What follows belongs to an exercise in optimizing a design on an open flow for small area, a short achievable clock period and few clock cycles; a production flow would make more cautious choices. In this exercise RTL edits were held to simulation tests only and were not proved equivalent to the original.

==> flow/design.v (outline; a module is shown in full before it is edited, if it fits) <==
// module lmx_extract: 217 lines
// module lmx_mac: 3434 lines
module lmx_extract (
    input  wire        clk,
    input  wire        rst,
    input  wire        ld_en,
    input  wire [2:0]  ld_arr,      
    input  wire [2:0]  ld_idx,
    input  wire [63:0] ld_data,
    input  wire        cfg_en,
    input  wire        cfg_w8,      
    input  wire [2:0]  cfg_idx_mult,
    input  wire [2:0]  cfg_idx_xor,
    input  wire        start,
    input  wire [15:0] count,
    input  wire        f64,
    output reg         out_valid,
    input  wire        out_ready,
    output wire [63:0] out_data,
    output wire        busy,
    input  wire [2:0]  rd_arr,
    input  wire [2:0]  rd_idx,
    output wire [63:0] rd_data,
    output wire [2:0]  idx_mult,
    output wire [2:0]  idx_xor
);
  // ...
==> flow/flow/run.sh <==
#!/bin/bash
set -euo pipefail
bash standard.sh SETUP_SLACK_MARGIN=10 TNS_END_PERCENT=10 MATCH_CELL_FOOTPRINT=0 \
    "BUFFER_PORTS_ARGS=-buffer_cell sky130_fd_sc_hd__buf_4" \
    "CTS_ARGS=-sink_clustering_enable -repair_clock_nets -dont_use_dummy_load -buf_list {sky130_fd_sc_hd__clkbuf_4}" \
    finish > flow_make.log 2>&1
==> flow/standard.sh <==
#!/bin/bash
# synth_recipe.tcl (not shown) runs the flow's synth.tcl, then flattens the netlist and writes it again
# the make line also repeats each setting of config.mk as NAME=value (left out here)
make -C /OpenROAD-flow-scripts/flow DESIGN_CONFIG=/design/flow/config.mk WORK_HOME=/design/flow/orfs CLKGATE_MAP_FILE= SYNTH_SCRIPT=/design/flow/synth_recipe.tcl "${@:-finish}"
==> flow/config.mk <==
export PLATFORM = sky130hd
export DESIGN_NAME = lmx_extract
export DESIGN_NICKNAME = lmx_extract
export VERILOG_FILES = /design/flow/design.v
export SDC_FILE = /design/flow/constraint.sdc
export NUM_CORES = 4
export LEC_CHECK = 0
export CAP_MARGIN = 20
export CORE_MARGIN = 2
export CORE_UTILIZATION = 50
export PLACE_DENSITY = 0.6
export SLEW_MARGIN = 20
==> flow/constraint.sdc <==
create_clock -name core_clock -period 20.0 [get_ports {clk}]
set_input_delay 4.0000 -clock core_clock [delete_from_list [all_inputs] [get_ports {clk}]]
set_output_delay 4.0000 -clock core_clock [all_outputs]
set_load 0.01 [all_outputs]
==> summary.md, run 1 <==
| Metric | Value |
|---|---|
| Number of H-tree levels | `6` |
| Iteration-0 DRC Markers | `23100` |
| Crit path time final | `11130 ps` |
| FFs & Latches | `3388` |
| Signal buf overhead | `0.0568` |
| Area leader, netlist | `edfxtp_1` |
| Post-synth top cells | `edfxtp_1, a22oi_1, inv_1, fa_1, xor2_1` |
| Worst setup path start | `rd_arr[1]` |
| Critical path buffers and inverters | `5` |
| Outcome | `complete, no violations` |
| Hold WC Path Type | `register to register` |
| Levels on crit path | `11` |
| Finished Layout Cells | `19400` |
| Ratio of cells with drive above 1 in the final layout | `0.178` |
| Most used cell, CP | `buf_12` |
| Share of the synthesized area in the top cell type | `0.552` |
| Dominant synthesized flop cell | `edfxtp_1` |
| Worst Hold Slack | `463 ps` |
| HPWL after DPL | `527000 um` |
| Critical path launch point type | `primary input` |
| Initial antenna violation count | `86` |
| Die H | `609 um` |
| Port bufs | `241` |
| Post-CTS resize count | `799` |
| Most frequent cell after synthesis | `edfxtp_1` |
| GRT overflow | `0` |
Testbench counts, summed over its fixed seeds: cycles 8,728.
==> run 2: changes to the inputs <==
--- a/flow/config.mk
+++ b/flow/config.mk
@@ -9,4 +9,4 @@
 export CORE_MARGIN = 2
-export CORE_UTILIZATION = 50
-export PLACE_DENSITY = 0.6
+export CORE_UTILIZATION = 40
+export PLACE_DENSITY = 0.5
 export SLEW_MARGIN = 20
==> run 2 against run 1 <==
  * Cell count increased by 6.5%
  * Still clean on timing, DRC and antenna
  * Non-clock buffer count increased by 35
  * Clock-buffer cell count increased by 52
  * Final area increased by 0.81%
  * Global-route usage decreased by 6.8 points
==> summary.md, run 2 <==
| Metric | Value |
|---|---|
| Outcome | `complete, no violations (unchanged)` |
| Commonest non-fill, non-tap cell in the layout | `edfxtp_1 (unchanged)` |
| Die area | `462000 um2 (was 370000 um2)` |
| Vias in the first global route | `132000 (was 133000)` |
| Worst Reg-to-Reg Cells | `28 (was 25)` |
| Setup crit end | `rd_data[29] (was rd_data[1])` |
| Die H | `680 um (was 609 um)` |
| Crit path kind | `primary input to output pin (unchanged)` |
| Number of synthesized register bits | `3388 (unchanged)` |
| Metal-1 WL | `319000 um (was 279000 um)` |
| Max-Cap Viols | `0 (unchanged)` |
| Levels on crit path | `11 (unchanged)` |
| Pins Over Slew Limit | `0 (unchanged)` |
| Pre-antenna DRT Iters | `10 (was 7)` |
| CP max-delay cell | `nand3b_1 (was nor4_4)` |
| Iteration-0 DRC Markers | `20600 (was 23100)` |
| Routability cong. | `0.998 (about the same)` |
| Clk_skew | `305 ps (was 199 ps)` |
| Via/cell ratio | `6.58 (was 7.13)` |
| Post-synth EDFFs | `3360 (unchanged)` |
| Commonest cells after routing, fill and taps aside | `edfxtp_1, a22oi_1, inv_1 (unchanged)` |
| Async SR Flop Fraction | `0 (unchanged)` |
| Worst-margin pin slew | `1320 ps (was 1330 ps)` |
| RR Startpoint | `op_neg[6] (was op_a[10])` |
| CTS max path bufs | `4 (unchanged)` |
| Share of the synthesized area in the top cell type | `0.552 (unchanged)` |
| Vias | `136000 (was 138000)` |
| Area leader, netlist | `edfxtp_1 (unchanged)` |
| Critical path buffers and inverters | `3 (was 5)` |
| CP max FO | `34 (was 8)` |
| Post-synth top cells | `edfxtp_1, a22oi_1, inv_1, fa_1, xor2_1 (unchanged)` |
| Reg clk slew, reported paths | `60 ps (about the same)` |
| Fmax | `88.6 MHz (was 89.8 MHz)` |
| Ratio of cells with drive above 1 in the final layout | `0.185 (was 0.178)` |
| Fin crit share | `0.564 (was 0.557)` |
| Register area share after synthesis | `0.555 (unchanged)` |
| Synth Instances | `13800 (unchanged)` |
| Syn Nets | `15000 (unchanged)` |
| Clk root buf | `clkbuf_4 (unchanged)` |
| First-pass GRT wire length | `1140000 um (was 1090000 um)` |
| GRT overflow | `0 (unchanged)` |
| Met2 WL | `384000 um (was 344000 um)` |
| CP max stage delay | `700 ps (was 730 ps)` |
| Clock Sinks | `3388 (unchanged)` |
| Reg2reg setup slack | `9310 ps (was 10020 ps)` |
| Io pins | `242 (unchanged)` |
| Metal3 WL | `93500 um (was 121000 um)` |
| Crit path time final | `11290 ps (was 11130 ps)` |
| Critical path required time | `16000 ps (about the same)` |
| Highest metal used | `met5 (unchanged)` |
| Number of buffers created by CTS | `850 (was 798)` |
| Setup crit end kind | `output pin (unchanged)` |
| DRC violations left | `0 (unchanged)` |
| Wire per inst | `41.5 um (was 41.7 um)` |
| Worst setup path start | `rd_idx[2] (was rd_arr[1])` |
| Port bufs | `241 (unchanged)` |
| Starting Density | `0.401 (was 0.501)` |
| Core Region | `456000 um2 (was 365000 um2)` |
| Min-delay src | `remaining[14] (was f64_r)` |
| Mapped cell area | `183000 um2 (unchanged)` |
| Post-route ant nets | `0 (unchanged)` |
| Number of H-tree levels | `6 (unchanged)` |
| Largest net degree at the start of global routing | `94 (was 73)` |
| Critical path launch point type | `primary input (unchanged)` |
| Fillers | `41000 (was 29600)` |
| Top Family by Delay on Critical Path | `simple AND/OR/NAND/NOR gates (unchanged)` |
| Die Width | `680 um (was 609 um)` |
| Critical-path cell list | `buf_12 -> nand2_1 -> nor2_2 -> a21oi_2 -> nor2_4 -> buf_6 -> a221oi_4 -> nand3_4 -> nor4_4 -> nand3b_1 -> buf_4 (was buf_12 -> nand4b_1 -> buf_12 -> buf_6 -> o21ai_4 -> clkbuf_16 -> a22oi_2 -> nand4_1 -> nor4_4 -> nand3b_1 -> buf_4)` |
| Dominant synthesized flop cell | `edfxtp_1 (unchanged)` |
| HPWL after DPL | `585000 um (was 527000 um)` |
| Critical Path AT | `7290 ps (was 7130 ps)` |
| Clock latency on the worst-skew pair | `1840 ps (was 1540 ps)` |
| Setup Viol. Count Final | `0 (unchanged)` |
| Worst slew margin | `0.115 (was 0.101)` |
| Final #Nets | `15900 (was 15800)` |
| RSZ-0062 raised after global routing | `true (unchanged)` |
| TritonCTS clock tree | `yes (unchanged)` |
| Final Hold Fails | `0 (unchanged)` |
| Cell Rows | `248 (was 222)` |
| Total routed wirelength | `858000 um (was 809000 um)` |
| Overall Global Routing Usage | `0.362 (was 0.429)` |
| Synth area leaders | `edfxtp_1, fa_1, a22oi_1, xor2_1, a22o_1 (unchanged)` |
| Warnings, synthesis | `2 (unchanged)` |
| Post-Syn Area per Cell | `13.3 um2 (unchanged)` |
| Hold WC Path Type | `register to register (unchanged)` |
| Initial antenna violation count | `97 (was 86)` |
| Setup TNS Final | `0 ps (unchanged)` |
| Cell variety after synth | `109 (unchanged)` |
| Area Overhead vs Synth | `13.1% (was 12.2%)` |
| Most frequent cell after synthesis | `edfxtp_1 (unchanged)` |
| Reg2Reg Capture Point | `mult_x[509] (was mult_x[185])` |
-- run 2: cell counts after synthesis --
No cell type changed its count.
-- run 2: routing by layer --
| layer | global-route usage | vias up |
|---|---|---|
| met5 | 0 | - |
| met4 | 0.228 | 26 |
| met3 | 0.0820 | 1762 |
| met2 | 0.552 | 9550 |
| met1 | 0.467 | 70700 |
| li1 | - | 54000 |
-- run 2: worst min path at each step --
stage | end | slack [ps] | depth (start not counted)
2_1_floorplan | remaining[14] | 440 | 2
3_3_place_gp | remaining[14] | 460 | 2
3_5_place_dp | remaining[14] | 470 | 2
4_1_cts | remaining[14] | 480 | 2
5_1_grt | op_a[7] | 500 | 2
6_report | remaining[14] | 470 | 2
-- run 2: stage by stage --
step,cells,setup WS (ps),hold slack [ps],area [um2],utilization
2_1_floorplan,13800,9630,444,183000,-
3_3_place_gp,19400,7000,456,192000,0.422
3_5_place_dp,19400,7350,467,192000,0.422
4_1_cts,20500,8900,476,205000,0.449
5_1_grt,20600,8920,503,207000,0.454
6_report,20700,8710,474,207000,0.454
-- run 2: cell type report --
| class | count | area [um2] | area share |
|---|---|---|---|
| Multi-Input combinational cell | 8100 | 75600 | 0.366 |
| Clock buffer | 850 | 6380 | 0.0309 |
| Timing Repair Buffer | 1128 | 11300 | 0.0547 |
| Sequential cell | 3388 | 101000 | 0.491 |
| Tap cell | 6000 | 7510 | 0.0363 |
| Antenna cell | 56 | 140 | 0.000678 |
| Inverter | 1141 | 4310 | 0.0208 |
-- run 2: kinds of logic after synthesis --
logic type | share of synthesized area
AOI/OAI and AO/OA | 0.166
DFF | 0.555
buffers and inverters | 0.0485
and+or+nand+nor | 0.0496
adders and majority gates | 0.120
xor gates and xnor gates | 0.0552
muxes | 0.00572
-- run 2: worst min-delay path: stages, from the launching register on --
cell and delay, ps:
dfxtp_1 310, nand3_1 60, a21oi_1 50
-- run 2: repair_timing --
| action | in CTS | in global routing |
|---|---|---|
| endpoints found under the setup margin | 273 | 229 |
| hold buffers | 0 | 0 |
| setup buffers | 227 | 100 |
| resized for setup | 637 | 190 |
| pin swaps | 191 | 100 |
| endpoints found under the hold margin | 0 | 0 |
| gates cloned | 57 | 11 |

## separate check: timing with driven ports
How much do the figures lean on ideal ports? The routed layouts below were timed once more, with nothing changed but the port constraints. Step 1 (the two cells are an assumption about what drives the block):
set clk [get_ports {clk}]
set_driving_cell -lib_cell sky130_fd_sc_hd__clkbuf_16 $clk
set_driving_cell -lib_cell sky130_fd_sc_hd__buf_2 [delete_from_list [all_inputs] $clk]
Step 2 times the ports against the registers' clock, not the clock port: input delays grow and output delays shrink by t, the midpoint of the rising clock arrivals with the driver on. Three values: ideal ports, drivers, drivers and shift; two values: the first two.
| run | t, ns | setup WS [ns] | worst data-port slew with drivers (ns) |
|---|---|---|---|
| run 1 | 1.530 | 8.866 / 8.657 / 8.519 | 0.31 |
| run 2 | 1.812 | 8.711 / 8.435 / 8.396 | 0.35 |
After both steps every run listed still meets setup and hold. The setup slack of run 1, which loses most, moves by -0.209 ns with the drivers and by -0.347 ns with both steps.
